This design comes from an exercise in tuning for small area, a short achievable clock period and few clock cycles per item on the open sky130 flow, not from production work.
RTL that was checked went through simulation tests only; none was proved equivalent to the original.
The RTL of run 1 was laid out without a check of its function.
No activity file was given, so power comes from the tool's default toggle rates.

--- config.mk ---
export PLATFORM = sky130hd
export DESIGN_NAME = tdes_core
export DESIGN_NICKNAME = tdes_core
export VERILOG_FILES = /design/flow/design.v
export SDC_FILE = /design/flow/constraint.sdc
export NUM_CORES = 4
export LEC_CHECK = 0
export CAP_MARGIN = 20
export CORE_MARGIN = 2
export CORE_UTILIZATION = 40
export CTS_BUF_LIST = sky130_fd_sc_hd__clkbuf_8
export SETUP_SLACK_MARGIN = 3.0
export SLEW_MARGIN = 20
export TNS_END_PERCENT = 5
--- constraint.sdc ---
create_clock -name core_clock -period 5.0 [get_ports {clk}]
set_input_delay 1.0000 -clock core_clock [delete_from_list [all_inputs] [get_ports {clk}]]
set_output_delay 1.0000 -clock core_clock [all_outputs]
set_load 0.01 [all_outputs]
--- design.v ---
module tdes_core (
  input  wire         clk,
  input  wire         rst,
  input  wire         cmd_valid,
  output wire         cmd_ready,
  input  wire [1:0]   cmd_op,
  input  wire [167:0] cmd_key,
  input  wire [63:0]  cmd_data,
  output reg          out_valid,
  output reg  [63:0]  out_data
);
  function [63:0] des_ip;
    input [63:0] x;
    begin
      des_ip = {
        x[6], x[14], x[22], x[30], x[38], x[46], x[54], x[62],
        x[4], x[12], x[20], x[28], x[36], x[44], x[52], x[60],
        x[2], x[10], x[18], x[26], x[34], x[42], x[50], x[58],
        x[0], x[8], x[16], x[24], x[32], x[40], x[48], x[56],
        x[7], x[15], x[23], x[31], x[39], x[47], x[55], x[63],
        x[5], x[13], x[21], x[29], x[37], x[45], x[53], x[61],
        x[3], x[11], x[19], x[27], x[35], x[43], x[51], x[59],
        x[1], x[9], x[17], x[25], x[33], x[41], x[49], x[57]
      };
    end
  endfunction
  function [63:0] des_fp;
    input [63:0] x;
    begin
      des_fp = {
        x[24], x[56], x[16], x[48], x[8], x[40], x[0], x[32],
        x[25], x[57], x[17], x[49], x[9], x[41], x[1], x[33],
        x[26], x[58], x[18], x[50], x[10], x[42], x[2], x[34],
        x[27], x[59], x[19], x[51], x[11], x[43], x[3], x[35],
        x[28], x[60], x[20], x[52], x[12], x[44], x[4], x[36],
        x[29], x[61], x[21], x[53], x[13], x[45], x[5], x[37],
        x[30], x[62], x[22], x[54], x[14], x[46], x[6], x[38],
        x[31], x[63], x[23], x[55], x[15], x[47], x[7], x[39]
      };
    end
  endfunction
  function [47:0] des_e;
    input [31:0] x;
    begin
      des_e = {
        x[0], x[31], x[30], x[29], x[28], x[27], x[28], x[27],
        x[26], x[25], x[24], x[23], x[24], x[23], x[22], x[21],
        x[20], x[19], x[20], x[19], x[18], x[17], x[16], x[15],
        x[16], x[15], x[14], x[13], x[12], x[11], x[12], x[11],
        x[10], x[9], x[8], x[7], x[8], x[7], x[6], x[5],
        x[4], x[3], x[4], x[3], x[2], x[1], x[0], x[31]
      };
    end
  endfunction
  function [31:0] des_p;
    input [31:0] x;
    begin
      des_p = {
        x[16], x[25], x[12], x[11], x[3], x[20], x[4], x[15],
        x[31], x[17], x[9], x[6], x[27], x[14], x[1], x[22],
        x[30], x[24], x[8], x[18], x[0], x[5], x[29], x[23],
        x[13], x[19], x[2], x[26], x[10], x[21], x[28], x[7]
      };
    end
  endfunction
  function [55:0] des_pc1;
    input [63:0] x;
    begin
      des_pc1 = {
        x[7], x[15], x[23], x[31], x[39], x[47], x[55], x[63],
        x[6], x[14], x[22], x[30], x[38], x[46], x[54], x[62],
        x[5], x[13], x[21], x[29], x[37], x[45], x[53], x[61],
        x[4], x[12], x[20], x[28], x[1], x[9], x[17], x[25],
        x[33], x[41], x[49], x[57], x[2], x[10], x[18], x[26],
        x[34], x[42], x[50], x[58], x[3], x[11], x[19], x[27],
        x[35], x[43], x[51], x[59], x[36], x[44], x[52], x[60]
      };
    end
  endfunction
  function [47:0] des_pc2;
    input [55:0] x;
    begin
      des_pc2 = {
        x[42], x[39], x[45], x[32], x[55], x[51], x[53], x[28],
        x[41], x[50], x[35], x[46], x[33], x[37], x[44], x[52],
        x[30], x[48], x[40], x[49], x[29], x[36], x[43], x[54],
        x[15], x[4], x[25], x[19], x[9], x[1], x[26], x[16],
        x[5], x[11], x[23], x[8], x[12], x[7], x[17], x[0],
        x[22], x[3], x[10], x[14], x[6], x[20], x[27], x[24]
      };
    end
  endfunction
  function [3:0] sbox0;
    input [5:0] c;
    begin
      case (c)
        6'd0: sbox0 = 4'd14;
        6'd1: sbox0 = 4'd0;
        6'd2: sbox0 = 4'd4;
        6'd3: sbox0 = 4'd15;
        6'd4: sbox0 = 4'd13;
        6'd5: sbox0 = 4'd7;
        6'd6: sbox0 = 4'd1;
        6'd7: sbox0 = 4'd4;
        6'd8: sbox0 = 4'd2;
        6'd9: sbox0 = 4'd14;
        6'd10: sbox0 = 4'd15;
        6'd11: sbox0 = 4'd2;
        6'd12: sbox0 = 4'd11;
        6'd13: sbox0 = 4'd13;
        6'd14: sbox0 = 4'd8;
        6'd15: sbox0 = 4'd1;
        6'd16: sbox0 = 4'd3;
        6'd17: sbox0 = 4'd10;
        6'd18: sbox0 = 4'd10;
        6'd19: sbox0 = 4'd6;
        6'd20: sbox0 = 4'd6;
        6'd21: sbox0 = 4'd12;
        6'd22: sbox0 = 4'd12;
        6'd23: sbox0 = 4'd11;
        6'd24: sbox0 = 4'd5;
        6'd25: sbox0 = 4'd9;
        6'd26: sbox0 = 4'd9;
        6'd27: sbox0 = 4'd5;
        6'd28: sbox0 = 4'd0;
        6'd29: sbox0 = 4'd3;
        6'd30: sbox0 = 4'd7;
        6'd31: sbox0 = 4'd8;
        6'd32: sbox0 = 4'd4;
        6'd33: sbox0 = 4'd15;
        6'd34: sbox0 = 4'd1;
        6'd35: sbox0 = 4'd12;
        6'd36: sbox0 = 4'd14;
        6'd37: sbox0 = 4'd8;
        6'd38: sbox0 = 4'd8;
        6'd39: sbox0 = 4'd2;
        6'd40: sbox0 = 4'd13;
        6'd41: sbox0 = 4'd4;
        6'd42: sbox0 = 4'd6;
        6'd43: sbox0 = 4'd9;
        6'd44: sbox0 = 4'd2;
        6'd45: sbox0 = 4'd1;
        6'd46: sbox0 = 4'd11;
        6'd47: sbox0 = 4'd7;
        6'd48: sbox0 = 4'd15;
        6'd49: sbox0 = 4'd5;
        6'd50: sbox0 = 4'd12;
        6'd51: sbox0 = 4'd11;
        6'd52: sbox0 = 4'd9;
        6'd53: sbox0 = 4'd3;
        6'd54: sbox0 = 4'd7;
        6'd55: sbox0 = 4'd14;
        6'd56: sbox0 = 4'd3;
        6'd57: sbox0 = 4'd10;
        6'd58: sbox0 = 4'd10;
        6'd59: sbox0 = 4'd0;
        6'd60: sbox0 = 4'd5;
        6'd61: sbox0 = 4'd6;
        6'd62: sbox0 = 4'd0;
        6'd63: sbox0 = 4'd13;
        default: sbox0 = 4'd0;
      endcase
    end
  endfunction
  function [3:0] sbox1;
    input [5:0] c;
    begin
      case (c)
        6'd0: sbox1 = 4'd15;
        6'd1: sbox1 = 4'd3;
        6'd2: sbox1 = 4'd1;
        6'd3: sbox1 = 4'd13;
        6'd4: sbox1 = 4'd8;
        6'd5: sbox1 = 4'd4;
        6'd6: sbox1 = 4'd14;
        6'd7: sbox1 = 4'd7;
        6'd8: sbox1 = 4'd6;
        6'd9: sbox1 = 4'd15;
        6'd10: sbox1 = 4'd11;
        6'd11: sbox1 = 4'd2;
        6'd12: sbox1 = 4'd3;
        6'd13: sbox1 = 4'd8;
        6'd14: sbox1 = 4'd4;
        6'd15: sbox1 = 4'd14;
        6'd16: sbox1 = 4'd9;
        6'd17: sbox1 = 4'd12;
        6'd18: sbox1 = 4'd7;
        6'd19: sbox1 = 4'd0;
        6'd20: sbox1 = 4'd2;
        6'd21: sbox1 = 4'd1;
        6'd22: sbox1 = 4'd13;
        6'd23: sbox1 = 4'd10;
        6'd24: sbox1 = 4'd12;
        6'd25: sbox1 = 4'd6;
        6'd26: sbox1 = 4'd0;
        6'd27: sbox1 = 4'd9;
        6'd28: sbox1 = 4'd5;
        6'd29: sbox1 = 4'd11;
        6'd30: sbox1 = 4'd10;
        6'd31: sbox1 = 4'd5;
        6'd32: sbox1 = 4'd0;
        6'd33: sbox1 = 4'd13;
        6'd34: sbox1 = 4'd14;
        6'd35: sbox1 = 4'd8;
        6'd36: sbox1 = 4'd7;
        6'd37: sbox1 = 4'd10;
        6'd38: sbox1 = 4'd11;
        6'd39: sbox1 = 4'd1;
        6'd40: sbox1 = 4'd10;
        6'd41: sbox1 = 4'd3;
        6'd42: sbox1 = 4'd4;
        6'd43: sbox1 = 4'd15;
        6'd44: sbox1 = 4'd13;
        6'd45: sbox1 = 4'd4;
        6'd46: sbox1 = 4'd1;
        6'd47: sbox1 = 4'd2;
        6'd48: sbox1 = 4'd5;
        6'd49: sbox1 = 4'd11;
        6'd50: sbox1 = 4'd8;
        6'd51: sbox1 = 4'd6;
        6'd52: sbox1 = 4'd12;
        6'd53: sbox1 = 4'd7;
        6'd54: sbox1 = 4'd6;
        6'd55: sbox1 = 4'd12;
        6'd56: sbox1 = 4'd9;
        6'd57: sbox1 = 4'd0;
        6'd58: sbox1 = 4'd3;
        6'd59: sbox1 = 4'd5;
        6'd60: sbox1 = 4'd2;
        6'd61: sbox1 = 4'd14;
        6'd62: sbox1 = 4'd15;
        6'd63: sbox1 = 4'd9;
        default: sbox1 = 4'd0;
      endcase
    end
  endfunction
  function [3:0] sbox2;
    input [5:0] c;
    begin
      case (c)
        6'd0: sbox2 = 4'd10;
        6'd1: sbox2 = 4'd13;
        6'd2: sbox2 = 4'd0;
        6'd3: sbox2 = 4'd7;
        6'd4: sbox2 = 4'd9;
        6'd5: sbox2 = 4'd0;
        6'd6: sbox2 = 4'd14;
        6'd7: sbox2 = 4'd9;
        6'd8: sbox2 = 4'd6;
        6'd9: sbox2 = 4'd3;
        6'd10: sbox2 = 4'd3;
        6'd11: sbox2 = 4'd4;
        6'd12: sbox2 = 4'd15;
        6'd13: sbox2 = 4'd6;
        6'd14: sbox2 = 4'd5;
        6'd15: sbox2 = 4'd10;
        6'd16: sbox2 = 4'd1;
        6'd17: sbox2 = 4'd2;
        6'd18: sbox2 = 4'd13;
        6'd19: sbox2 = 4'd8;
        6'd20: sbox2 = 4'd12;
        6'd21: sbox2 = 4'd5;
        6'd22: sbox2 = 4'd7;
        6'd23: sbox2 = 4'd14;
        6'd24: sbox2 = 4'd11;
        6'd25: sbox2 = 4'd12;
        6'd26: sbox2 = 4'd4;
        6'd27: sbox2 = 4'd11;
        6'd28: sbox2 = 4'd2;
        6'd29: sbox2 = 4'd15;
        6'd30: sbox2 = 4'd8;
        6'd31: sbox2 = 4'd1;
        6'd32: sbox2 = 4'd13;
        6'd33: sbox2 = 4'd1;
        6'd34: sbox2 = 4'd6;
        6'd35: sbox2 = 4'd10;
        6'd36: sbox2 = 4'd4;
        6'd37: sbox2 = 4'd13;
        6'd38: sbox2 = 4'd9;
        6'd39: sbox2 = 4'd0;
        6'd40: sbox2 = 4'd8;
        6'd41: sbox2 = 4'd6;
        6'd42: sbox2 = 4'd15;
        6'd43: sbox2 = 4'd9;
        6'd44: sbox2 = 4'd3;
        6'd45: sbox2 = 4'd8;
        6'd46: sbox2 = 4'd0;
        6'd47: sbox2 = 4'd7;
        6'd48: sbox2 = 4'd11;
        6'd49: sbox2 = 4'd4;
        6'd50: sbox2 = 4'd1;
        6'd51: sbox2 = 4'd15;
        6'd52: sbox2 = 4'd2;
        6'd53: sbox2 = 4'd14;
        6'd54: sbox2 = 4'd12;
        6'd55: sbox2 = 4'd3;
        6'd56: sbox2 = 4'd5;
        6'd57: sbox2 = 4'd11;
        6'd58: sbox2 = 4'd10;
        6'd59: sbox2 = 4'd5;
        6'd60: sbox2 = 4'd14;
        6'd61: sbox2 = 4'd2;
        6'd62: sbox2 = 4'd7;
        6'd63: sbox2 = 4'd12;
        default: sbox2 = 4'd0;
      endcase
    end
  endfunction
  function [3:0] sbox3;
    input [5:0] c;
    begin
      case (c)
        6'd0: sbox3 = 4'd7;
        6'd1: sbox3 = 4'd13;
        6'd2: sbox3 = 4'd13;
        6'd3: sbox3 = 4'd8;
        6'd4: sbox3 = 4'd14;
        6'd5: sbox3 = 4'd11;
        6'd6: sbox3 = 4'd3;
        6'd7: sbox3 = 4'd5;
        6'd8: sbox3 = 4'd0;
        6'd9: sbox3 = 4'd6;
        6'd10: sbox3 = 4'd6;
        6'd11: sbox3 = 4'd15;
        6'd12: sbox3 = 4'd9;
        6'd13: sbox3 = 4'd0;
        6'd14: sbox3 = 4'd10;
        6'd15: sbox3 = 4'd3;
        6'd16: sbox3 = 4'd1;
        6'd17: sbox3 = 4'd4;
        6'd18: sbox3 = 4'd2;
        6'd19: sbox3 = 4'd7;
        6'd20: sbox3 = 4'd8;
        6'd21: sbox3 = 4'd2;
        6'd22: sbox3 = 4'd5;
        6'd23: sbox3 = 4'd12;
        6'd24: sbox3 = 4'd11;
        6'd25: sbox3 = 4'd1;
        6'd26: sbox3 = 4'd12;
        6'd27: sbox3 = 4'd10;
        6'd28: sbox3 = 4'd4;
        6'd29: sbox3 = 4'd14;
        6'd30: sbox3 = 4'd15;
        6'd31: sbox3 = 4'd9;
        6'd32: sbox3 = 4'd10;
        6'd33: sbox3 = 4'd3;
        6'd34: sbox3 = 4'd6;
        6'd35: sbox3 = 4'd15;
        6'd36: sbox3 = 4'd9;
        6'd37: sbox3 = 4'd0;
        6'd38: sbox3 = 4'd0;
        6'd39: sbox3 = 4'd6;
        6'd40: sbox3 = 4'd12;
        6'd41: sbox3 = 4'd10;
        6'd42: sbox3 = 4'd11;
        6'd43: sbox3 = 4'd1;
        6'd44: sbox3 = 4'd7;
        6'd45: sbox3 = 4'd13;
        6'd46: sbox3 = 4'd13;
        6'd47: sbox3 = 4'd8;
        6'd48: sbox3 = 4'd15;
        6'd49: sbox3 = 4'd9;
        6'd50: sbox3 = 4'd1;
        6'd51: sbox3 = 4'd4;
        6'd52: sbox3 = 4'd3;
        6'd53: sbox3 = 4'd5;
        6'd54: sbox3 = 4'd14;
        6'd55: sbox3 = 4'd11;
        6'd56: sbox3 = 4'd5;
        6'd57: sbox3 = 4'd12;
        6'd58: sbox3 = 4'd2;
        6'd59: sbox3 = 4'd7;
        6'd60: sbox3 = 4'd8;
        6'd61: sbox3 = 4'd2;
        6'd62: sbox3 = 4'd4;
        6'd63: sbox3 = 4'd14;
        default: sbox3 = 4'd0;
      endcase
    end
  endfunction
  function [3:0] sbox4;
    input [5:0] c;
    begin
      case (c)
        6'd0: sbox4 = 4'd2;
        6'd1: sbox4 = 4'd14;
        6'd2: sbox4 = 4'd12;
        6'd3: sbox4 = 4'd11;
        6'd4: sbox4 = 4'd4;
        6'd5: sbox4 = 4'd2;
        6'd6: sbox4 = 4'd1;
        6'd7: sbox4 = 4'd12;
        6'd8: sbox4 = 4'd7;
        6'd9: sbox4 = 4'd4;
        6'd10: sbox4 = 4'd10;
        6'd11: sbox4 = 4'd7;
        6'd12: sbox4 = 4'd11;
        6'd13: sbox4 = 4'd13;
        6'd14: sbox4 = 4'd6;
        6'd15: sbox4 = 4'd1;
        6'd16: sbox4 = 4'd8;
        6'd17: sbox4 = 4'd5;
        6'd18: sbox4 = 4'd5;
        6'd19: sbox4 = 4'd0;
        6'd20: sbox4 = 4'd3;
        6'd21: sbox4 = 4'd15;
        6'd22: sbox4 = 4'd15;
        6'd23: sbox4 = 4'd10;
        6'd24: sbox4 = 4'd13;
        6'd25: sbox4 = 4'd3;
        6'd26: sbox4 = 4'd0;
        6'd27: sbox4 = 4'd9;
        6'd28: sbox4 = 4'd14;
        6'd29: sbox4 = 4'd8;
        6'd30: sbox4 = 4'd9;
        6'd31: sbox4 = 4'd6;
        6'd32: sbox4 = 4'd4;
        6'd33: sbox4 = 4'd11;
        6'd34: sbox4 = 4'd2;
        6'd35: sbox4 = 4'd8;
        6'd36: sbox4 = 4'd1;
        6'd37: sbox4 = 4'd12;
        6'd38: sbox4 = 4'd11;
        6'd39: sbox4 = 4'd7;
        6'd40: sbox4 = 4'd10;
        6'd41: sbox4 = 4'd1;
        6'd42: sbox4 = 4'd13;
        6'd43: sbox4 = 4'd14;
        6'd44: sbox4 = 4'd7;
        6'd45: sbox4 = 4'd2;
        6'd46: sbox4 = 4'd8;
        6'd47: sbox4 = 4'd13;
        6'd48: sbox4 = 4'd15;
        6'd49: sbox4 = 4'd6;
        6'd50: sbox4 = 4'd9;
        6'd51: sbox4 = 4'd15;
        6'd52: sbox4 = 4'd12;
        6'd53: sbox4 = 4'd0;
        6'd54: sbox4 = 4'd5;
        6'd55: sbox4 = 4'd9;
        6'd56: sbox4 = 4'd6;
        6'd57: sbox4 = 4'd10;
        6'd58: sbox4 = 4'd3;
        6'd59: sbox4 = 4'd4;
        6'd60: sbox4 = 4'd0;
        6'd61: sbox4 = 4'd5;
        6'd62: sbox4 = 4'd14;
        6'd63: sbox4 = 4'd3;
        default: sbox4 = 4'd0;
      endcase
    end
  endfunction
  function [3:0] sbox5;
    input [5:0] c;
    begin
      case (c)
        6'd0: sbox5 = 4'd12;
        6'd1: sbox5 = 4'd10;
        6'd2: sbox5 = 4'd1;
        6'd3: sbox5 = 4'd15;
        6'd4: sbox5 = 4'd10;
        6'd5: sbox5 = 4'd4;
        6'd6: sbox5 = 4'd15;
        6'd7: sbox5 = 4'd2;
        6'd8: sbox5 = 4'd9;
        6'd9: sbox5 = 4'd7;
        6'd10: sbox5 = 4'd2;
        6'd11: sbox5 = 4'd12;
        6'd12: sbox5 = 4'd6;
        6'd13: sbox5 = 4'd9;
        6'd14: sbox5 = 4'd8;
        6'd15: sbox5 = 4'd5;
        6'd16: sbox5 = 4'd0;
        6'd17: sbox5 = 4'd6;
        6'd18: sbox5 = 4'd13;
        6'd19: sbox5 = 4'd1;
        6'd20: sbox5 = 4'd3;
        6'd21: sbox5 = 4'd13;
        6'd22: sbox5 = 4'd4;
        6'd23: sbox5 = 4'd14;
        6'd24: sbox5 = 4'd14;
        6'd25: sbox5 = 4'd0;
        6'd26: sbox5 = 4'd7;
        6'd27: sbox5 = 4'd11;
        6'd28: sbox5 = 4'd5;
        6'd29: sbox5 = 4'd3;
        6'd30: sbox5 = 4'd11;
        6'd31: sbox5 = 4'd8;
        6'd32: sbox5 = 4'd9;
        6'd33: sbox5 = 4'd4;
        6'd34: sbox5 = 4'd14;
        6'd35: sbox5 = 4'd3;
        6'd36: sbox5 = 4'd15;
        6'd37: sbox5 = 4'd2;
        6'd38: sbox5 = 4'd5;
        6'd39: sbox5 = 4'd12;
        6'd40: sbox5 = 4'd2;
        6'd41: sbox5 = 4'd9;
        6'd42: sbox5 = 4'd8;
        6'd43: sbox5 = 4'd5;
        6'd44: sbox5 = 4'd12;
        6'd45: sbox5 = 4'd15;
        6'd46: sbox5 = 4'd3;
        6'd47: sbox5 = 4'd10;
        6'd48: sbox5 = 4'd7;
        6'd49: sbox5 = 4'd11;
        6'd50: sbox5 = 4'd0;
        6'd51: sbox5 = 4'd14;
        6'd52: sbox5 = 4'd4;
        6'd53: sbox5 = 4'd1;
        6'd54: sbox5 = 4'd10;
        6'd55: sbox5 = 4'd7;
        6'd56: sbox5 = 4'd1;
        6'd57: sbox5 = 4'd6;
        6'd58: sbox5 = 4'd13;
        6'd59: sbox5 = 4'd0;
        6'd60: sbox5 = 4'd11;
        6'd61: sbox5 = 4'd8;
        6'd62: sbox5 = 4'd6;
        6'd63: sbox5 = 4'd13;
        default: sbox5 = 4'd0;
      endcase
    end
  endfunction
  function [3:0] sbox6;
    input [5:0] c;
    begin
      case (c)
        6'd0: sbox6 = 4'd4;
        6'd1: sbox6 = 4'd13;
        6'd2: sbox6 = 4'd11;
        6'd3: sbox6 = 4'd0;
        6'd4: sbox6 = 4'd2;
        6'd5: sbox6 = 4'd11;
        6'd6: sbox6 = 4'd14;
        6'd7: sbox6 = 4'd7;
        6'd8: sbox6 = 4'd15;
        6'd9: sbox6 = 4'd4;
        6'd10: sbox6 = 4'd0;
        6'd11: sbox6 = 4'd9;
        6'd12: sbox6 = 4'd8;
        6'd13: sbox6 = 4'd1;
        6'd14: sbox6 = 4'd13;
        6'd15: sbox6 = 4'd10;
        6'd16: sbox6 = 4'd3;
        6'd17: sbox6 = 4'd14;
        6'd18: sbox6 = 4'd12;
        6'd19: sbox6 = 4'd3;
        6'd20: sbox6 = 4'd9;
        6'd21: sbox6 = 4'd5;
        6'd22: sbox6 = 4'd7;
        6'd23: sbox6 = 4'd12;
        6'd24: sbox6 = 4'd5;
        6'd25: sbox6 = 4'd2;
        6'd26: sbox6 = 4'd10;
        6'd27: sbox6 = 4'd15;
        6'd28: sbox6 = 4'd6;
        6'd29: sbox6 = 4'd8;
        6'd30: sbox6 = 4'd1;
        6'd31: sbox6 = 4'd6;
        6'd32: sbox6 = 4'd1;
        6'd33: sbox6 = 4'd6;
        6'd34: sbox6 = 4'd4;
        6'd35: sbox6 = 4'd11;
        6'd36: sbox6 = 4'd11;
        6'd37: sbox6 = 4'd13;
        6'd38: sbox6 = 4'd13;
        6'd39: sbox6 = 4'd8;
        6'd40: sbox6 = 4'd12;
        6'd41: sbox6 = 4'd1;
        6'd42: sbox6 = 4'd3;
        6'd43: sbox6 = 4'd4;
        6'd44: sbox6 = 4'd7;
        6'd45: sbox6 = 4'd10;
        6'd46: sbox6 = 4'd14;
        6'd47: sbox6 = 4'd7;
        6'd48: sbox6 = 4'd10;
        6'd49: sbox6 = 4'd9;
        6'd50: sbox6 = 4'd15;
        6'd51: sbox6 = 4'd5;
        6'd52: sbox6 = 4'd6;
        6'd53: sbox6 = 4'd0;
        6'd54: sbox6 = 4'd8;
        6'd55: sbox6 = 4'd15;
        6'd56: sbox6 = 4'd0;
        6'd57: sbox6 = 4'd14;
        6'd58: sbox6 = 4'd5;
        6'd59: sbox6 = 4'd2;
        6'd60: sbox6 = 4'd9;
        6'd61: sbox6 = 4'd3;
        6'd62: sbox6 = 4'd2;
        6'd63: sbox6 = 4'd12;
        default: sbox6 = 4'd0;
      endcase
    end
  endfunction
  function [3:0] sbox7;
    input [5:0] c;
    begin
      case (c)
        6'd0: sbox7 = 4'd13;
        6'd1: sbox7 = 4'd1;
        6'd2: sbox7 = 4'd2;
        6'd3: sbox7 = 4'd15;
        6'd4: sbox7 = 4'd8;
        6'd5: sbox7 = 4'd13;
        6'd6: sbox7 = 4'd4;
        6'd7: sbox7 = 4'd8;
        6'd8: sbox7 = 4'd6;
        6'd9: sbox7 = 4'd10;
        6'd10: sbox7 = 4'd15;
        6'd11: sbox7 = 4'd3;
        6'd12: sbox7 = 4'd11;
        6'd13: sbox7 = 4'd7;
        6'd14: sbox7 = 4'd1;
        6'd15: sbox7 = 4'd4;
        6'd16: sbox7 = 4'd10;
        6'd17: sbox7 = 4'd12;
        6'd18: sbox7 = 4'd9;
        6'd19: sbox7 = 4'd5;
        6'd20: sbox7 = 4'd3;
        6'd21: sbox7 = 4'd6;
        6'd22: sbox7 = 4'd14;
        6'd23: sbox7 = 4'd11;
        6'd24: sbox7 = 4'd5;
        6'd25: sbox7 = 4'd0;
        6'd26: sbox7 = 4'd0;
        6'd27: sbox7 = 4'd14;
        6'd28: sbox7 = 4'd12;
        6'd29: sbox7 = 4'd9;
        6'd30: sbox7 = 4'd7;
        6'd31: sbox7 = 4'd2;
        6'd32: sbox7 = 4'd7;
        6'd33: sbox7 = 4'd2;
        6'd34: sbox7 = 4'd11;
        6'd35: sbox7 = 4'd1;
        6'd36: sbox7 = 4'd4;
        6'd37: sbox7 = 4'd14;
        6'd38: sbox7 = 4'd1;
        6'd39: sbox7 = 4'd7;
        6'd40: sbox7 = 4'd9;
        6'd41: sbox7 = 4'd4;
        6'd42: sbox7 = 4'd12;
        6'd43: sbox7 = 4'd10;
        6'd44: sbox7 = 4'd14;
        6'd45: sbox7 = 4'd8;
        6'd46: sbox7 = 4'd2;
        6'd47: sbox7 = 4'd13;
        6'd48: sbox7 = 4'd0;
        6'd49: sbox7 = 4'd15;
        6'd50: sbox7 = 4'd6;
        6'd51: sbox7 = 4'd12;
        6'd52: sbox7 = 4'd10;
        6'd53: sbox7 = 4'd9;
        6'd54: sbox7 = 4'd13;
        6'd55: sbox7 = 4'd0;
        6'd56: sbox7 = 4'd15;
        6'd57: sbox7 = 4'd3;
        6'd58: sbox7 = 4'd3;
        6'd59: sbox7 = 4'd5;
        6'd60: sbox7 = 4'd5;
        6'd61: sbox7 = 4'd6;
        6'd62: sbox7 = 4'd8;
        6'd63: sbox7 = 4'd11;
        default: sbox7 = 4'd0;
      endcase
    end
  endfunction
  function [27:0] rol28;
    input [27:0] x;
    input        two;
    begin
      rol28 = two ? {x[25:0], x[27:26]} : {x[26:0], x[27]};
    end
  endfunction
  function [27:0] ror28;
    input [27:0] x;
    input        two;
    begin
      ror28 = two ? {x[1:0], x[27:2]} : {x[0], x[27:1]};
    end
  endfunction
  function shift_two;
    input [3:0] r;
    begin
      shift_two = !(r == 4'd0 || r == 4'd1 || r == 4'd8 || r == 4'd15);
    end
  endfunction
  function [31:0] feistel;
    input [31:0] h;
    input [47:0] k;
    reg   [47:0] x;
    begin
      x = des_e(h) ^ k;
      feistel = des_p({sbox0(x[47:42]), sbox1(x[41:36]), sbox2(x[35:30]),
                       sbox3(x[29:24]), sbox4(x[23:18]), sbox5(x[17:12]),
                       sbox6(x[11:6]),  sbox7(x[5:0])});
    end
  endfunction
  reg [167:0] key;         
  reg         key_tdes;    
  reg         busy;        
  reg         ready;       
  reg         op_dec;      
  reg  [1:0]  stage;       
  reg  [3:0]  round;       
  reg  [31:0] L, R;        
  reg  [27:0] C, D;        
  assign cmd_ready = ready;
  wire accept    = cmd_valid && !busy;
  function [1:0] stage_key;
    input       tdes;
    input       dec;
    input [1:0] stg;
    begin
      if (!tdes)
        stage_key = 2'd0;
      else if (!dec)
        stage_key = stg;
      else
        stage_key = 2'd2 - stg;
    end
  endfunction
  function stage_dec;
    input       tdes;
    input       dec;
    input [1:0] stg;
    begin
      stage_dec = dec ^ (tdes && stg == 2'd1);
    end
  endfunction
  function [55:0] stage_cd;
    input [167:0] k;
    input [1:0]   sel;
    input         dec;
    reg   [55:0]  third;
    reg   [55:0]  pk;
    begin
      case (sel)
        2'd0:    third = k[167:112];
        2'd1:    third = k[111:56];
        default: third = k[55:0];
      endcase
      pk = des_pc1({8'h00, third});
      if (dec)
        stage_cd = pk;
      else
        stage_cd = {rol28(pk[55:28], 1'b0), rol28(pk[27:0], 1'b0)};
    end
  endfunction
  wire        cur_dec    = stage_dec(key_tdes, op_dec, stage);
  wire        last_stage = !key_tdes || stage == 2'd2;
  wire        last_round = round == 4'd15;
  wire [47:0] subkey = des_pc2({C, D});
  wire [31:0] fo     = feistel(R, subkey);
  wire [63:0] ip   = des_ip(cmd_data);
  wire        en_l = busy &&  last_round;
  wire        en_r = busy && !last_round;
  wire [31:0] xl   = !busy ? ip[63:32] : last_round ? L : R;
  wire [31:0] xr   = !busy ? ip[31:0]  : last_round ? R : L;
  wire        one    = round == 4'd0 || round == 4'd7 || round == 4'd14;
  wire        ld_tdes = key_tdes;
  wire        ld_dec  = busy ? op_dec : cmd_op[0];
  wire [1:0]  ld_stg  = busy ? stage + 2'd1 : 2'd0;
  wire [55:0] cd_load = stage_cd(key, stage_key(ld_tdes, ld_dec, ld_stg),
                                 stage_dec(ld_tdes, ld_dec, ld_stg));
  always @(*) out_data = des_fp({L, R});
  always @(posedge clk) begin
    if (rst) begin
      busy      <= 1'b0;
      ready     <= 1'b1;
      out_valid <= 1'b0;
    end else begin
      out_valid <= busy && last_round && last_stage;
      if (!busy) begin
        busy  <= cmd_valid && !cmd_op[1];
        ready <= !(cmd_valid && !cmd_op[1]);
      end else if (last_round && last_stage) begin
        busy  <= 1'b0;
        ready <= 1'b1;
      end
    end
    if (accept && cmd_op[1]) begin
      key      <= cmd_key;
      key_tdes <= cmd_op[0];
    end
    if (!busy) begin
      op_dec <= cmd_op[0];
      stage  <= 2'd0;
      round  <= 4'd0;
    end else begin
      round <= round + 4'd1;
      if (last_round)
        stage <= stage + 2'd1;
    end
    L <= xl ^ (fo & {32{ en_l}});
    R <= xr ^ (fo & {32{ en_r}});
    if (!busy || last_round)
      {C, D} <= cd_load;
    else begin
      C <= cur_dec ? ror28(C, !one) : rol28(C, !one);
      D <= cur_dec ? ror28(D, !one) : rol28(D, !one);
    end
  end
endmodule
--- flow/run.sh ---
#!/bin/bash
# Standard layout, but the port buffers are the smallest buffer cell.
set -euo pipefail
export BUFFER_PORTS_ARGS="-buffer_cell sky130_fd_sc_hd__buf_1"
bash standard.sh finish > standard_flow.log 2>&1
--- standard.sh ---
#!/bin/bash
# synth_recipe.tcl (not shown) runs the flow's synth.tcl, then flattens the netlist and writes it again
# the make line also repeats each setting of config.mk as NAME=value (left out here)
make -C /OpenROAD-flow-scripts/flow DESIGN_CONFIG=/design/flow/config.mk WORK_HOME=/design/flow/orfs CLKGATE_MAP_FILE= SYNTH_SCRIPT=/design/flow/synth_recipe.tcl "${@:-finish}"
==> flow_summary_export.csv, run 1 <==
group,metric,value,unit
clock_network,clkSlewWorstSetupHoldPaths,60,ps
yosys,synth-edff-count,148,
yosys,synth_cells,1791,
yosys,ys_seq_area_share,38.9,%
yosys,ys_ff_latch,278,
floorplan,initial_core_util,40.7,%
worst_setup_path,path_max_fanout,6,
final_layout,drive_above_1_share,26.5,%
run,cap_violations,0,
final_layout,fin_nets,2463,
yosys,ys_warn_count,1,
yosys,synth.distinct_cells,80,
clock_network,cts_tree,"yes",
timing,period_needed,2610,ps
yosys,netlist.area_leader.share,24.5,%
global_routing,grt_pass1_vias,15900,
global_routing,grt_max_degree,76,
min_path,hold_end,"round[0]",
clock_network,h-tree-depth,2,
clock_network,clockBufferDepth,3,
route,ant_nets,0,
pwr,ir_worst_vdd,280,uV
worst_setup_path,critPathRequiredTime,5510,ps
yosys,synth_area_leader_cell,"edfxtp_1",
clock_network,cts_buffers,51,
worst_setup_path,crit_path_end_kind,"flip-flop",
floorplan,core,44500,sq um
timing,hold_violations,0,
yosys,synthFlopType,"edfxtp_1",
timing,fin_crit_sh,52.2,%
min_path,hold_path_class,"reg -> reg",
yosys,async_reset_ff_share,0,%
floorplan,ios,303,
timing,fin_worst_skew,16.3,ps
status,status,"no timing/DRC/antenna violations",
min_path,hp-start,"round[0]",
timing,max_slew_margin,42.5,%
worst_setup_path,cp-start-kind,"flip-flop",
clock_network,cts-hold-fix-buffers,0,
pwr,power-per-cell-area,543,nW/um^2
timing,rsz0062_at_grt,"true",
global_routing,grt.total_usage,25.1,%
route,drt-total-wl,62.5,mm
floorplan,die_width,217,um
min_path,min_path_cells,1,
yosys,post-synth-top-count-cell,"edfxtp_1",
final_layout,fill_cells,3926,
global_routing,grt_pass1_wl,92.8,mm
clock_network,clkLatencyLatePin,630,ps
place,port-buffer-count,281,
final_layout,seq_area,7190,sq um
place,hpwl,39.4,mm
route,vias,17200,
place,gp_congestion,0.923,
worst_setup_path,reg2regPathDepth,9,
route,viasPerCell,6.08,
floorplan,die_h,217,um
route,drc,0,
floorplan,die-area,47000,sq um
yosys,avgSynthCellArea,10.1,sq um
yosys,ys_top_cells_by_count,"148 x edfxtp_1, 132 x nor2_1, 130 x dfxtp_1, 125 x a21oi_1, 103 x nand2_1",
clock_network,cts_root_buf,"clkbuf_8",
clock_network,cts.sinks,278,
route,first_pass_iters,7,
timing,setup_viol,0,
worst_setup_path,crit_type,"reg -> reg",
worst_setup_path,r2r-end,"L[13]",
pwr,power,13.0,mW
timing,setup_tns,0,ps
yosys,synth_area_leaders,"edfxtp_1 25%, dfxtp_1 14%, mux4_2 8.3%, mux2i_1 5.3%, a21oi_1 3.5%",
timing,worst_slew_pin_slew,863,ps
route,wl_per_cell,22.2,um
timing,finalMaxSlewViolations,0,
worst_setup_path,cp_data_arrival_time,3120,ps
timing,fin_hold_ws,449,ps
worst_setup_path,rrSetupSlack,2390,ps
pwr,leakage,8.76,nW
global_routing,antenna_found_initial,1,
final_layout,syn_to_final_growth,31.7,%
floorplan,num_rows,77,
route,first_iter_violations,1854,
final_layout,multi_input_area,11800,sq um
yosys,syn_area,18100,sq um
timing,max_freq,383,MHz
yosys,synth_fp_nets,2066,
global_routing,overflow,0,
worst_setup_path,r2r-start,"R[8]",
-- timing repair --
action / CTS / global route
setup endpoints to repair: 339 / 300
pin swaps: 68 / 44
setup buffers: 93 / 65
resized for setup: 209 / 137
gates cloned: 7 / 1
-- final cells by class --
class / count / area share, %
clock buffer: 58 / 3.34
tap: 592 / 3.10
clock inverter: 34 / 1.23
inverter: 57 / 1.09
multi-input combinational: 1322 / 49.6
antenna: 1 / 0.0105
timing repair buffer: 478 / 11.5
sequential: 278 / 30.1
-- worst max-delay path, cell delays in order, from the launching register on --
cell	delay, ps
dfxtp_4	390
xor2_4	210
buf_6	140
ha_4	290
clkinvlp_4	140
mux4_2	520
a211oi_4	270
a31oi_4	90
mux2i_1	170
a211o_1	270
-- power breakdown --
group | total, mW | internal (mW) | switching (mW)
Combinational | 7.42 | 3.44 | 3.98
Clock | 2.34 | 1.32 | 1.02
Sequential | 3.20 | 2.69 | 0.506
Total | 13.0 | 7.46 | 5.51
-- worst max-delay path by stage --
stage	end	startpoint	slack [ps]
5_1_grt	C[19]	stage[0]	2310
2_1_floorplan	key[100]	cmd_op[1]	2440
4_1_cts	R[30]	C[13]	2440
3_5_place_dp	L[17]	R[0]	1620
6_report	L[13]	R[8]	2390
3_3_place_gp	L[17]	R[0]	1640
-- kinds of logic (layout without fill, tap and decap cells) --
| group | after synthesis | after routing | share of synthesized area (%) |
|---|---|---|---|
| adder cells (fa/ha/maj) | 38 | 38 | 2.62 |
| multiplexers | 176 | 176 | 14.8 |
| AO/OA/AOI/OAI | 511 | 516 | 20.2 |
| flip-flops | 278 | 278 | 38.9 |
| buffers and inverters | 198 | 627 | 4.71 |
| XOR/XNOR | 113 | 114 | 6.06 |
| AND/OR/NAND/NOR | 477 | 478 | 12.7 |
| other | 0 | 1 | 0 |
-- cell usage in the layout (no fill, tap or decap), types with 16 or more instances in the layout --
cell      count
a211oi_1     22
a21oi_1     120
a221o_1      51
a22o_1       16
and3_1       66
buf_1       281
buf_4       163
buf_6        19
clkbuf_8     58
dfxtp_1      77
dfxtp_2      22
dfxtp_4      31
edfxtp_1    148
ha_4         23
inv_1        52
mux2i_1      91
mux4_2       67
nand2_1      98
nand3_1      52
nor2_1      123
nor3_1       44
o211ai_1     26
o21ai_0      66
o221ai_1     31
xnor2_1      42
xor2_1       19
xor2_4       25
-- routing by layer --
layer	track usage, %	wire length (um)	up-vias	part of all wire (%)
met1	35.3	26400	8301	42
met5	0	0	-	0
met4	6.60	1780	0	2.8
met2	40.1	28600	934	46
li1	-	-	7793	-
met3	4.26	5720	126	9.2
-- stage by stage --
stage	instance area, sq um	instances	worst slack (ps)	utilization [%]
after floorplan	18300	1791	2440	-
after global placement	19800	2561	1640	44.4
after detailed placement	19800	2561	1620	44.5
after CTS	22700	2753	2440	51.0
after global routing	23900	2819	2310	53.6
final	23900	2820	2390	53.6
-- registers in the layout, indices dropped and copies added, names as in the netlist --
register / flops
C: 28
D: 28
L: 32
R: 32
busy: 1
key: 147
key_tdes: 1
op_dec: 1
out_valid: 1
ready: 1
round: 4
stage: 2
==> run 2, diff against run 1 <==
--- a/design.v
+++ b/design.v
@@ -704,6 +704,10 @@
   reg         op_dec;      
   reg  [1:0]  stage;       
   reg  [3:0]  round;       
+  reg         last_r;      
+  reg         one_r;       
+  reg  [1:0]  nx_sel;      
+  reg         nx_dec;      
   reg  [31:0] L, R;        
   reg  [27:0] C, D;        
   assign cmd_ready = ready;
@@ -750,7 +754,7 @@
   endfunction
   wire        cur_dec    = stage_dec(key_tdes, op_dec, stage);
   wire        last_stage = !key_tdes || stage == 2'd2;
-  wire        last_round = round == 4'd15;
+  wire        last_round = last_r;
   wire [47:0] subkey = des_pc2({C, D});
   wire [31:0] fo     = feistel(R, subkey);
   wire [63:0] ip   = des_ip(cmd_data);
@@ -758,12 +762,10 @@
   wire        en_r = busy && !last_round;
   wire [31:0] xl   = !busy ? ip[63:32] : last_round ? L : R;
   wire [31:0] xr   = !busy ? ip[31:0]  : last_round ? R : L;
-  wire        one    = round == 4'd0 || round == 4'd7 || round == 4'd14;
-  wire        ld_tdes = key_tdes;
-  wire        ld_dec  = busy ? op_dec : cmd_op[0];
-  wire [1:0]  ld_stg  = busy ? stage + 2'd1 : 2'd0;
-  wire [55:0] cd_load = stage_cd(key, stage_key(ld_tdes, ld_dec, ld_stg),
-                                 stage_dec(ld_tdes, ld_dec, ld_stg));
+  wire        one    = one_r;
+  wire [1:0]  ld_sel  = busy ? nx_sel : stage_key(key_tdes, cmd_op[0], 2'd0);
+  wire        ld_dec  = busy ? nx_dec : cmd_op[0];
+  wire [55:0] cd_load = stage_cd(key, ld_sel, ld_dec);
   always @(*) out_data = des_fp({L, R});
   always @(posedge clk) begin
     if (rst) begin
@@ -788,10 +790,19 @@
       op_dec <= cmd_op[0];
       stage  <= 2'd0;
       round  <= 4'd0;
+      last_r <= 1'b0;
+      one_r  <= 1'b1;
+      nx_sel <= stage_key(key_tdes, cmd_op[0], 2'd1);
+      nx_dec <= stage_dec(key_tdes, cmd_op[0], 2'd1);
     end else begin
-      round <= round + 4'd1;
-      if (last_round)
-        stage <= stage + 2'd1;
+      round  <= round + 4'd1;
+      last_r <= round == 4'd14;
+      one_r  <= round == 4'd15 || round == 4'd6 || round == 4'd13;
+      if (last_round) begin
+        stage  <= stage + 2'd1;
+        nx_sel <= stage_key(key_tdes, op_dec, stage + 2'd2);
+        nx_dec <= stage_dec(key_tdes, op_dec, stage + 2'd2);
+      end
     end
     L <= xl ^ (fo & {32{ en_l}});
     R <= xr ^ (fo & {32{ en_r}});
--- a/config.mk
+++ b/config.mk
@@ -5,10 +5,11 @@
 export SDC_FILE = /design/flow/constraint.sdc
 export NUM_CORES = 4
 export LEC_CHECK = 0
+export ABC_AREA = 1
 export CAP_MARGIN = 20
 export CORE_MARGIN = 2
 export CORE_UTILIZATION = 40
 export CTS_BUF_LIST = sky130_fd_sc_hd__clkbuf_8
 export SETUP_SLACK_MARGIN = 3.0
 export SLEW_MARGIN = 20
-export TNS_END_PERCENT = 5
+export TNS_END_PERCENT = 10
==> flow_summary_export.csv, run 2 <==
group,metric,value,unit
status,status,"no timing/DRC/antenna violations",
yosys,ys_top_cells_by_count,"1,007 x nand2_1, 523 x nand3_1, 228 x inv_1, 152 x edfxtp_1, 131 x dfxtp_1",
yosys,ys_seq_area_share,38.9,%
yosys,netlist.area_leader.share,24.7,%
timing,rsz0062_at_grt,"true",
global_routing,grt_use_met3,3.47,%
run,cap_violations,0,
worst_setup_path,path_cells,"buf_2",
timing,hold_violations,0,
final_layout,layout_commonest_cell,"nand2_1",
final_layout,fin_cells,3570,
timing,worst_slew_pin_slew,875,ps
pwr,p_comb_share,52.6,%
clock_network,clkLatencyLatePin,670,ps
final_layout,layout_common_cells,"902 x nand2_1, 452 x nand3_1, 238 x buf_1",
yosys,ys_ff_latch,283,
global_routing,met1_usage,40.0,%
pwr,ir_worst_vdd,235,uV
worst_setup_path,critPathRequiredTime,4000,ps
route,viasPerCell,5.51,
final_layout,top_regs,"key (147), L (32), R (32)",
route,first_pass_iters,5,
place,port-buffer-count,281,
route,drt-total-wl,67.7,mm
worst_setup_path,r2r-start,"one_r",
floorplan,ios,303,
timing,fin_worst_skew,45.4,ps
place,place_ws,1680,ps
yosys,synth_area_leader_cell,"edfxtp_1",
pwr,power.switching,5.16,mW
global_routing,antenna_found_initial,0,
floorplan,die_width,219,um
route,ant_nets,0,
timing,setup_viol,0,
place,gp_congestion,0.950,
yosys,synth_area_leaders,"edfxtp_1 25%, nand2_1 20%, dfxtp_1 14%, nand3_1 14%, inv_1 4.6%",
global_routing,grt.total_usage,27.4,%
clock_network,clockBufferDepth,3,
final_layout,largest-register,"key",
timing,max_slew_margin,41.6,%
final_layout,fin_nets,3238,
floorplan,core,45500,sq um
yosys,syn_area,18500,sq um
clock_network,cts_buffers,51,
global_routing,globalRoute.busiestLayer,"met2",
pwr,leakage,10.2,nW
pwr,clkPwrFrac,19.5,%
worst_setup_path,crit_buf_inv,1,
min_path,hp-start,"round[3]",
timing,max_freq,450,MHz
route,vias,19700,
floorplan,die-area,47900,sq um
worst_setup_path,r2r-end,"C[16]",
yosys,post-synth-top-count-cell,"nand2_1",
global_routing,grt_pass1_vias,17700,
floorplan,die_h,219,um
worst_setup_path,crit_family,"flip-flops",
route,wl_per_cell,19.0,um
min_path,hold_path_class,"reg -> reg",
global_routing,grt_pass1_wl,102,mm
clock_network,clkSlewWorstSetupHoldPaths,60,ps
place,dp.cells,3419,
clock_network,cts.sinks,283,
yosys,avgSynthCellArea,6.99,sq um
yosys,ys_warn_count,1,
pwr,sw_frac_of_total,47.1,%
worst_setup_path,crit_path_end_kind,"output port",
timing,setup_tns,0,ps
floorplan,initial_core_util,40.6,%
timing,fin_crit_sh,44.4,%
worst_setup_path,reg2regPathDepth,6,
clock_network,cts-hold-fix-buffers,0,
final_layout,fill_cells,4536,
yosys,synthFlopType,"edfxtp_1",
timing,fin_ws,2780,ps
yosys,synth.distinct_cells,39,
pwr,power-per-cell-area,475,nW/um^2
yosys,synth-edff-count,152,
yosys,synth_cells,2642,
yosys,async_reset_ff_share,0,%
final_layout,antenna_cells,0,
final_layout,largest_register_ffs,147,
clock_network,cts_root_buf,"clkbuf_8",
worst_setup_path,cp_data_arrival_time,1220,ps
route,first_iter_violations,2072,
worst_setup_path,crit_slowest_cell,"dfxtp_1",
min_path,min_path_cells,2,
min_path,hold_end,"last_r",
worst_setup_path,max_stage_delay,390,ps
pwr,p_int,5.81,mW
timing,period_needed,2220,ps
clock_network,cts_tree,"yes",
place,hpwl,48.5,mm
worst_setup_path,rrSetupSlack,2910,ps
yosys,synth_fp_nets,2945,
worst_setup_path,crit_type,"reg -> out",
global_routing,use_met2,41.7,%
global_routing,overflow,0,
worst_setup_path,path_max_fanout,3,
route,drc,0,
final_layout,syn_to_final_growth,25.0,%
global_routing,grt_max_degree,76,
floorplan,num_rows,78,
final_layout,drive_above_1_share,17.6,%
worst_setup_path,cp-start-kind,"flip-flop",
pwr,seq_power_share,27.9,%
clock_network,h-tree-depth,2,
timing,finalMaxSlewViolations,0,
[run 2: cell count changes after synthesis, sizes merged, moves of 79 or more]
cell	change
nand2	+910
nand3	+486
inv	+177
nor2	-111
mux2i	-96
and3	-79
[run 2: logic make-up (layout without fill, tap and decap cells)]
kind of cell	after synthesis	count (layout)	synth area share (%)
DFF	283	283	38.9
xor gates and xnor gates	32	32	1.98
and+or+nand+nor	1620	1622	37.7
AOI/OAI and AO/OA	287	287	9.16
adders and majority gates	66	66	4.47
buffers and inverters	354	680	7.76
[run 2: worst max-delay path by stage]
stage,slack [ps],from,cells past startpoint,end
4_1_cts,2750,R[4],1,out_data[25]
5_1_grt,2770,R[22],1,out_data[13]
3_3_place_gp,1760,busy,8,R[5]
6_report,2780,L[9],1,out_data[50]
3_5_place_dp,1680,busy,8,R[26]
2_1_floorplan,1320,cmd_valid,2,key[100]
[run 2: tightest hold or removal path, delay by kind of cell (launching register included)]
kind | cells | cell delay [ps]
AND/OR/NAND/NOR | 2 | 130
flip-flops | 1 | 320
[run 2: power groups by stage]
stage | combinational (mW) | sequential [mW] | clock, mW
finish | 5.77 | 3.06 | 2.14
global route | 6.33 | 3.08 | 2.30
CTS | 4.81 | 3.04 | 2.20
detailed placement | 4.48 | 3.10 | 0
global placement | 4.48 | 3.09 | 0
floorplan | 3.25 | 2.97 | 0
[run 2: per-layer routing]
layer,vias up,share of wire [%]
li1,9484,-
met1,9180,46
met2,900,44
met3,115,7.6
met4,0,3.0
met5,-,0
[run 2: cell type report]
| type | instances | area [sq um] | share of cell area, % |
|---|---|---|---|
| Inverter | 234 | 963 | 4.17 |
| Multi-Input combinational cell | 2007 | 11200 | 48.6 |
| Clock inverter | 32 | 196 | 0.851 |
| Tap cell | 600 | 751 | 3.25 |
| Clock buffer | 56 | 771 | 3.34 |
| Sequential cell | 283 | 7320 | 31.7 |
| Timing Repair Buffer | 358 | 1870 | 8.11 |
[run 2: repair_timing]
item	in CTS	in global routing
gates resized for setup	189	286
setup endpoints to repair	339	334
gates cloned	2	0
setup buffers	23	38
pin swaps	6	72
[run 2: through the flow]
| step | power, mW | hold slack [ps] | util (%) | instance area, sq um |
|---|---|---|---|---|
| finish | 11.0 | 487 | 50.8 | 23100 |
| global route | 11.7 | 493 | 50.8 | 23100 |
| floorplan | 6.23 | 445 | - | 18500 |
| global placement | 7.57 | 458 | 43.8 | 19900 |
| CTS | 10.1 | 469 | 47.5 | 21600 |
| detailed placement | 7.57 | 468 | 43.8 | 19900 |
Testbench counts of run 2, summed over its fixed seeds: cycles 146,392, blocks 4,205.
==> run 3, diff against run 2 <==
--- a/config.mk
+++ b/config.mk
@@ -10,6 +10,6 @@
 export CORE_MARGIN = 2
 export CORE_UTILIZATION = 40
 export CTS_BUF_LIST = sky130_fd_sc_hd__clkbuf_8
-export SETUP_SLACK_MARGIN = 3.0
+export SETUP_SLACK_MARGIN = 2.7
 export SLEW_MARGIN = 20
-export TNS_END_PERCENT = 10
+export TNS_END_PERCENT = 5
==> flow_summary_export.csv, run 3 <==
group,metric,value,unit
final_layout,fill_cells,4694,
timing,fin_worst_skew,41.0,ps
yosys,netlist.area_leader.share,24.7,%
timing,max_slew_margin,43.2,%
clock_network,cts_buffers,51,
floorplan,die_width,219,um
clock_network,cts_root_buf,"clkbuf_8",
route,wl_per_cell,18.8,um
worst_setup_path,crit_type,"reg -> out",
route,drc,0,
final_layout,syn_to_final_growth,15.2,%
route,drt-total-wl,66.0,mm
route,ant_nets,0,
global_routing,grt_pass1_wl,101,mm
worst_setup_path,cp_data_arrival_time,1360,ps
yosys,synth_area_leader_cell,"edfxtp_1",
yosys,ys_seq_area_share,38.9,%
timing,fin_hold_ws,486,ps
clock_network,clockBufferDepth,3,
yosys,ys_warn_count,1,
yosys,synth_area_leaders,"edfxtp_1 25%, nand2_1 20%, dfxtp_1 14%, nand3_1 14%, inv_1 4.6%",
place,port-buffer-count,281,
global_routing,grt_pass1_vias,17600,
timing,fin_crit_sh,47.3,%
global_routing,overflow,0,
yosys,synth_cells,2642,
place,dp.cells,3419,
pwr,ir_worst_vdd,236,uV
worst_setup_path,crit_path_end_kind,"output port",
global_routing,grt.total_usage,27.1,%
place,hpwl,48.5,mm
timing,setup_viol,0,
final_layout,fin_area,21300,sq um
worst_setup_path,cp-start-kind,"flip-flop",
yosys,synth_fp_nets,2945,
timing,period_needed,2360,ps
yosys,synth.distinct_cells,39,
yosys,ys_ff_latch,283,
final_layout,utilization,46.8,%
yosys,post-synth-top-count-cell,"nand2_1",
worst_setup_path,crit_buf_inv,1,
yosys,avgSynthCellArea,6.99,sq um
clock_network,clkSlewWorstSetupHoldPaths,60,ps
clock_network,cts_tree,"yes",
final_layout,top_regs,"key (147), L (32), R (32)",
run,cap_violations,0,
pwr,power-per-cell-area,468,nW/um^2
status,status,"no timing/DRC/antenna violations",
worst_setup_path,critPathRequiredTime,4000,ps
timing,setup_tns,0,ps
final_layout,seq_area,7250,sq um
yosys,synth-edff-count,152,
yosys,synthFlopType,"edfxtp_1",
yosys,async_reset_ff_share,0,%
pwr,leakage,9.53,nW
final_layout,fin_nets,3186,
final_layout,largest-register,"key",
final_layout,layout_common_cells,"980 x nand2_1, 518 x nand3_1, 280 x buf_1",
global_routing,antenna_found_initial,0,
yosys,syn_area,18500,sq um
route,first_pass_iters,6,
floorplan,die-area,47900,sq um
floorplan,core,45500,sq um
final_layout,layout_commonest_cell,"nand2_1",
final_layout,antenna_cells,0,
worst_setup_path,crit_family,"flip-flops",
worst_setup_path,crit_slowest_cell,"dfxtp_1",
timing,hold_violations,0,
final_layout,drive_above_1_share,7.33,%
floorplan,initial_core_util,40.6,%
min_path,hold_path_class,"reg -> reg",
timing,rsz0062_at_grt,"true",
timing,max_freq,423,MHz
place,gp_congestion,0.950,
worst_setup_path,max_stage_delay,520,ps
timing,finalMaxSlewViolations,0,
yosys,ys_top_cells_by_count,"1,007 x nand2_1, 523 x nand3_1, 228 x inv_1, 152 x edfxtp_1, 131 x dfxtp_1",
floorplan,die_h,219,um
clock_network,h-tree-depth,2,
clock_network,cts.sinks,283,
worst_setup_path,path_cells,"buf_1",
final_layout,multi_input_area,10100,sq um
final_layout,fin_cells,3518,
route,viasPerCell,5.48,
floorplan,ios,303,
route,vias,19300,
worst_setup_path,path_max_fanout,4,
clock_network,clkLatencyLatePin,660,ps
timing,worst_slew_pin_slew,846,ps
global_routing,grt_max_degree,76,
route,first_iter_violations,2074,
place,detailed_place.area,19900,sq um
final_layout,largest_register_ffs,147,
floorplan,num_rows,78,
==> run 3: layout make-up <==
cell class / count / share of cell area (%)
Clock buffer: 56 / 3.62
Clock inverter: 32 / 0.923
Inverter: 234 / 4.29
Multi-Input combinational cell: 2007 / 47.4
Sequential cell: 283 / 34.0
Tap cell: 600 / 3.53
Timing Repair Buffer: 306 / 6.17
==> run 3: final timing paths <==
path	start	to	slack, ps	cells past startpoint
worst min register to register	round[3]	last_r	490	2
worst min-delay path	round[3]	last_r	490	2
worst max-delay path	R[17]	out_data[53]	2640	1
worst max register to register	R[10]	R[13]	2710	11
==> run 3: where the power goes <==
| group | total (mW) | leakage [nW] | switching, mW | internal [mW] |
|---|---|---|---|---|
| registers | 3.08 | 2.53 | 0.358 | 2.72 |
| clock network | 2.14 | 0.559 | 1.01 | 1.13 |
| logic | 4.74 | 6.45 | 3.30 | 1.44 |
==> run 3: timing repair <==
item,CTS,global route
buffers inserted,3,6
resized for setup,31,68
setup endpoints to repair,302,285
hold buffers,0,0
cloned,2,0
pin swaps,2,2
==> run 3: routing by layer <==
| metal | GRT usage (%) | vias up | routed length (um) |
|---|---|---|---|
| li1 | - | 9352 | - |
| met1 | 39.6 | 8969 | 30800 |
| met2 | 41.5 | 859 | 28500 |
| met3 | 3.37 | 95 | 4890 |
| met4 | 8.74 | 0 | 1800 |
| met5 | 0 | - | 0 |
==> run 3: cell families after synthesis <==
kind of cell    share of synthesized area [%]
flops                                    38.9
fa+ha+maj                                4.47
xor+xnor                                 1.98
simple gates                             37.7
compound gates                           9.16
buf+inv                                  7.76
==> run 3: through the flow <==
stage / worst slack [ps] / power (mW)
2_1_floorplan: 1320 / 6.23
3_3_place_gp: 1760 / 7.57
3_5_place_dp: 1680 / 7.57
4_1_cts: 2510 / 9.79
5_1_grt: 2610 / 10.7
6_report: 2640 / 9.96
==> run 4, diff against run 3 <==
--- a/config.mk
+++ b/config.mk
@@ -6,10 +6,10 @@
 export NUM_CORES = 4
 export LEC_CHECK = 0
 export ABC_AREA = 1
-export CAP_MARGIN = 20
+export CAP_MARGIN = 5
 export CORE_MARGIN = 2
 export CORE_UTILIZATION = 40
 export CTS_BUF_LIST = sky130_fd_sc_hd__clkbuf_8
-export SETUP_SLACK_MARGIN = 2.7
-export SLEW_MARGIN = 20
+export SETUP_SLACK_MARGIN = 3.0
+export SLEW_MARGIN = 5
 export TNS_END_PERCENT = 5
==> flow_summary_export.csv, run 4 <==
group,metric,value,unit
place,port-buffer-count,281,
route,drt-total-wl,66.8,mm
clock_network,cts_tree,"yes",
final_layout,top_regs,"key (147), L (32), R (32)",
worst_setup_path,path_max_fanout,4,
global_routing,antenna_found_initial,1,
route,vias,19400,
global_routing,grt_pass1_wl,102,mm
yosys,synthFlopType,"edfxtp_1",
floorplan,die_h,219,um
yosys,ys_seq_area_share,38.9,%
yosys,avgSynthCellArea,6.99,sq um
place,detailed_place.area,19900,sq um
final_layout,fin_area,22400,sq um
yosys,syn_area,18500,sq um
worst_setup_path,crit_type,"reg -> out",
global_routing,grt_use_met3,5.11,%
yosys,netlist.area_leader.share,24.7,%
floorplan,die_width,219,um
pwr,sw_frac_of_total,46.8,%
min_path,min_path_cells,2,
clock_network,cts_root_buf,"clkbuf_8",
floorplan,num_rows,78,
final_layout,layout_commonest_cell,"nand2_1",
global_routing,use_met2,41.6,%
yosys,post-synth-top-count-cell,"nand2_1",
route,wl_per_cell,18.8,um
pwr,ir_worst_vdd,214,uV
timing,fin_worst_skew,42.4,ps
floorplan,ios,303,
global_routing,met1_usage,39.3,%
worst_setup_path,cp-start-kind,"flip-flop",
min_path,hold_path_class,"reg -> reg",
place,gp_congestion,0.950,
route,drc,0,
clock_network,h-tree-depth,2,
pwr,seq_power_share,29.3,%
worst_setup_path,rrSetupSlack,2870,ps
yosys,ys_warn_count,1,
timing,period_needed,2190,ps
floorplan,die-area,47900,sq um
yosys,synth_cells,2642,
route,first_pass_iters,6,
clock_network,clockBufferDepth,3,
global_routing,grt.total_usage,27.3,%
global_routing,grt_pass1_vias,17700,
global_routing,grt_max_degree,76,
yosys,ys_top_cells_by_count,"1,007 x nand2_1, 523 x nand3_1, 228 x inv_1, 152 x edfxtp_1, 131 x dfxtp_1",
timing,max_slew_margin,42.2,%
final_layout,largest_register_ffs,147,
worst_setup_path,critPathRequiredTime,4000,ps
final_layout,fin_cells,3561,
timing,setup_tns,0,ps
final_layout,layout_common_cells,"943 x nand2_1, 491 x nand3_1, 235 x buf_1",
final_layout,fin_nets,3229,
timing,finalMaxSlewViolations,0,
timing,hold_violations,0,
pwr,power.switching,4.89,mW
pwr,clkPwrFrac,20.1,%
yosys,synth-edff-count,152,
timing,worst_slew_pin_slew,861,ps
yosys,synth_area_leaders,"edfxtp_1 25%, nand2_1 20%, dfxtp_1 14%, nand3_1 14%, inv_1 4.6%",
clock_network,cts_buffers,51,
final_layout,fill_cells,4689,
pwr,p_comb_share,50.6,%
pwr,power-per-cell-area,466,nW/um^2
yosys,synth_fp_nets,2945,
final_layout,syn_to_final_growth,21.5,%
pwr,leakage,9.99,nW
timing,rsz0062_at_grt,"true",
final_layout,multi_input_area,10600,sq um
clock_network,clkLatencyLatePin,660,ps
yosys,synth.distinct_cells,39,
worst_setup_path,path_cells,"buf_6",
pwr,p_int,5.56,mW
route,first_iter_violations,1989,
status,status,"no timing/DRC/antenna violations",
clock_network,cts.sinks,283,
worst_setup_path,max_stage_delay,430,ps
worst_setup_path,cp_data_arrival_time,1190,ps
yosys,async_reset_ff_share,0,%
final_layout,largest-register,"key",
global_routing,globalRoute.busiestLayer,"met2",
run,cap_violations,0,
floorplan,initial_core_util,40.6,%
global_routing,overflow,0,
worst_setup_path,crit_path_end_kind,"output port",
route,viasPerCell,5.45,
worst_setup_path,reg2regPathDepth,14,
worst_setup_path,cp.depth,1,
worst_setup_path,crit_slowest_cell,"dfxtp_4",
yosys,synth_area_leader_cell,"edfxtp_1",
final_layout,seq_area,7330,sq um
worst_setup_path,crit_family,"flip-flops",
timing,setup_viol,0,
clock_network,clkSlewWorstSetupHoldPaths,60,ps
final_layout,drive_above_1_share,14.2,%
route,ant_nets,0,
worst_setup_path,crit_buf_inv,1,
floorplan,core,45500,sq um
timing,fin_crit_sh,43.8,%
place,hpwl,48.5,mm
place,dp.cells,3419,
timing,max_freq,457,MHz
yosys,ys_ff_latch,283,
==> run 4: cell types whose count changed in the layout (fill, tap and decap cells not counted), moves of 23 or more <==
cell,change
buf_1,-45
buf_2,+31
buf_4,+35
dfxtp_1,-28
inv_1,-23
nand2_1,-37
nand3_1,-27
==> run 4: cell families (layout without fill, tap and decap cells) <==
group           Yosys count  after routing  share of synthesized area [%]
fa+ha+maj                66             66                           4.47
other cells               0              1                              0
simple gates           1620           1622                           37.7
compound gates          287            287                           9.16
flops                   283            283                           38.9
buf+inv                 354            670                           7.76
xor+xnor                 32             32                           1.98
==> run 4: layout make-up <==
class                      count  share of cell area, %
clock inverter                30                  0.725
inverter                     234                   4.32
timing repair buffer         348                   8.08
tap                          600                   3.35
multi-input combinational   2007                   47.3
antenna                        1                 0.0112
timing repair inverter         1                 0.0223
clock buffer                  57                   3.50
sequential                   283                   32.7
==> run 4: path summary, 6_finish.rpt <==
kind                  from           end
hold reg to reg   round[3]        last_r
hold / removal    round[3]        last_r
setup / recovery      R[4]  out_data[25]
setup reg to reg      R[3]         R[25]
==> run 4: worst reg2reg max path, cell delays in order (launching register included) <==
cell and delay (ps):
dfxtp_4 370, inv_1 150, nand2_1 130, nand2_4 120, inv_1 100, ha_4 320
nand3_4 120, nand3_1 110, nand2_1 60, nand2_1 50, nand3_1 130, nand2_4 160
nand2_1 60, nand2_1 80, nand2_1 40
==> run 4: metrics by stage <==
| stage | power [mW] | setup WS (ps) | hold slack (ps) | utilization (%) |
|---|---|---|---|---|
| after floorplan | 6.23 | 1320 | 445 | - |
| after detailed placement | 7.57 | 1690 | 468 | 43.8 |
| after CTS | 10.0 | 2760 | 475 | 47.4 |
| after global routing | 11.2 | 2760 | 499 | 49.3 |
| after global placement | 7.57 | 1760 | 458 | 43.8 |
| final | 10.5 | 2810 | 488 | 49.3 |
==> run 4: metal layers <==
metal | vias up | routed length (um)
met3 | 115 | 5330
met1 | 9068 | 30700
met5 | - | 8
met2 | 790 | 28800
met4 | 2 | 2010
li1 | 9448 | -
==> run 4: power groups by stage <==
stage | combinational [mW] | clock (mW) | sequential [mW]
floorplan | 3.25 | 0 | 2.97
detailed placement | 4.48 | 0 | 3.10
global placement | 4.48 | 0 | 3.09
global route | 5.87 | 2.26 | 3.08
CTS | 4.81 | 2.16 | 3.05
finish | 5.29 | 2.10 | 3.06
==> run 4: what timing repair did <==
item                                    4_1_cts  5_1_grt
buffers inserted                             26       25
gates resized for setup                     183      163
cloned                                        2        1
pin swaps                                     5       24
hold buffers                                  0        0
endpoints found under the setup margin      339      324
==> run 5, diff against run 4 <==
--- a/config.mk
+++ b/config.mk
@@ -10,6 +10,6 @@
 export CORE_MARGIN = 2
 export CORE_UTILIZATION = 40
 export CTS_BUF_LIST = sky130_fd_sc_hd__clkbuf_8
-export SETUP_SLACK_MARGIN = 3.0
+export SETUP_SLACK_MARGIN = 2.85
 export SLEW_MARGIN = 5
 export TNS_END_PERCENT = 5
==> flow_summary_export.csv, run 5 <==
group,metric,value,unit
yosys,synth-edff-count,152,
floorplan,die_width,219,um
route,first_pass_iters,6,
clock_network,cts_tree,"yes",
place,place_ws,1690,ps
clock_network,cts-hold-fix-buffers,0,
run,cap_violations,0,
timing,finalMaxSlewViolations,0,
min_path,hold_path_class,"reg -> reg",
yosys,avgSynthCellArea,6.99,sq um
floorplan,die_h,219,um
final_layout,layout_commonest_cell,"nand2_1",
pwr,power-per-cell-area,465,nW/um^2
worst_setup_path,cp_data_arrival_time,1210,ps
worst_setup_path,r2r-end,"R[25]",
final_layout,fin_nets,3209,
yosys,post-synth-top-count-cell,"nand2_1",
timing,setup_tns,0,ps
min_path,hp-start,"ready",
timing,max_slew_margin,44.5,%
timing,fin_worst_skew,42.3,ps
timing,period_needed,2210,ps
yosys,synthFlopType,"edfxtp_1",
clock_network,cts_buffers,51,
clock_network,clkLatencyLatePin,660,ps
pwr,ir_worst_vdd,214,uV
global_routing,grt_pass1_wl,101,mm
global_routing,grt_pass1_vias,17700,
clock_network,cts_root_buf,"clkbuf_8",
floorplan,ios,303,
worst_setup_path,critPathRequiredTime,4000,ps
yosys,synth_area_leaders,"edfxtp_1 25%, nand2_1 20%, dfxtp_1 14%, nand3_1 14%, inv_1 4.6%",
place,dp.cells,3419,
worst_setup_path,path_max_fanout,6,
timing,setup_viol,0,
timing,rsz0062_at_grt,"true",
status,status,"no timing/DRC/antenna violations",
yosys,syn_area,18500,sq um
route,wl_per_cell,18.8,um
clock_network,cts.sinks,283,
worst_setup_path,crit_path_end_kind,"output port",
worst_setup_path,crit_slowest_cell,"dfxtp_4",
final_layout,seq_area,7320,sq um
pwr,leakage,9.78,nW
yosys,synth_fp_nets,2945,
floorplan,die-area,47900,sq um
worst_setup_path,cp-start-kind,"flip-flop",
route,drc,0,
yosys,synth_cells,2642,
floorplan,num_rows,78,
min_path,min_path_cells,2,
route,ant_nets,0,
place,gp_congestion,0.950,
yosys,ys_ff_latch,283,
final_layout,syn_to_final_growth,18.3,%
final_layout,multi_input_area,10300,sq um
yosys,netlist.area_leader.share,24.7,%
final_layout,fin_cells,3541,
worst_setup_path,max_stage_delay,410,ps
yosys,ys_seq_area_share,38.9,%
final_layout,fill_cells,4756,
route,viasPerCell,5.45,
final_layout,drive_above_1_share,11.3,%
timing,max_freq,453,MHz
worst_setup_path,crit_type,"reg -> out",
global_routing,grt.total_usage,27.3,%
global_routing,antenna_found_initial,0,
worst_setup_path,crit_family,"flip-flops",
final_layout,largest-register,"key",
place,port-buffer-count,281,
worst_setup_path,rrSetupSlack,2850,ps
## run 5: final cells by class
| type | count | area share (%) |
|---|---|---|
| multi-input combinational | 2007 | 47.1 |
| clock inverter | 30 | 0.744 |
| sequential | 283 | 33.5 |
| inverter | 234 | 4.27 |
| timing repair buffer | 329 | 7.31 |
| tap | 600 | 3.44 |
| antenna | 1 | 0.0115 |
| clock buffer | 57 | 3.59 |
## run 5: how the worst max path moves through the flow
| stage | startpoint | endpoint | slack [ps] | cells past startpoint |
|---|---|---|---|---|
| finish | R[31] | out_data[7] | 2790 | 1 |
| global placement | busy | R[5] | 1760 | 8 |
| CTS | R[4] | out_data[25] | 2760 | 1 |
| global route | R[7] | L[21] | 2690 | 14 |
| floorplan | cmd_valid | key[100] | 1320 | 2 |
| detailed placement | busy | R[26] | 1690 | 8 |
## run 5: repair_timing
| action | CTS | global route |
|---|---|---|
| pin swaps | 3 | 8 |
| gates cloned | 2 | 0 |
| setup endpoints to repair | 337 | 319 |
| resized for setup | 153 | 88 |
| setup buffers | 21 | 11 |
## run 5: per-stage QoR
step	utilization [%]	area, sq um	hold WS [ps]	total power, mW
after floorplan	-	18500	445	6.23
after global placement	43.8	19900	458	7.57
after detailed placement	43.8	19900	468	7.57
after CTS	47.1	21400	475	9.92
after global routing	48.0	21800	499	10.9
final	48.0	21800	488	10.2
## run 5: layer usage
metal | vias up | wire [um] | GRT usage [%]
li1 | 9394 | - | -
met1 | 8955 | 30500 | 39.4
met3 | 107 | 5450 | 4.92
met5 | - | 0 | 0
met4 | 0 | 1900 | 7.97
met2 | 846 | 28700 | 41.4
## run 5: kinds of logic after synthesis
family / after synthesis / synth area share, %
AND/OR/NAND/NOR: 1620 / 37.7
adder cells (fa/ha/maj): 66 / 4.47
XOR/XNOR: 32 / 1.98
buffers and inverters: 354 / 7.76
flip-flops: 283 / 38.9
AO/OA/AOI/OAI: 287 / 9.16
## run 5: where the power goes
part           leakage, nW  internal (mW)  switching [mW]
sequential            2.53           2.74           0.321
combinational         6.71           1.58            3.42
clock                0.535           1.09            1.01

Check on run 5: ideal ports give 2.795 ns setup slack; a clkbuf_16 on the clock port and buf_2 on the inputs give 2.742 ns; moving port delays by the midpoint clock arrival (0.693 ns) as well gives 2.334 ns.
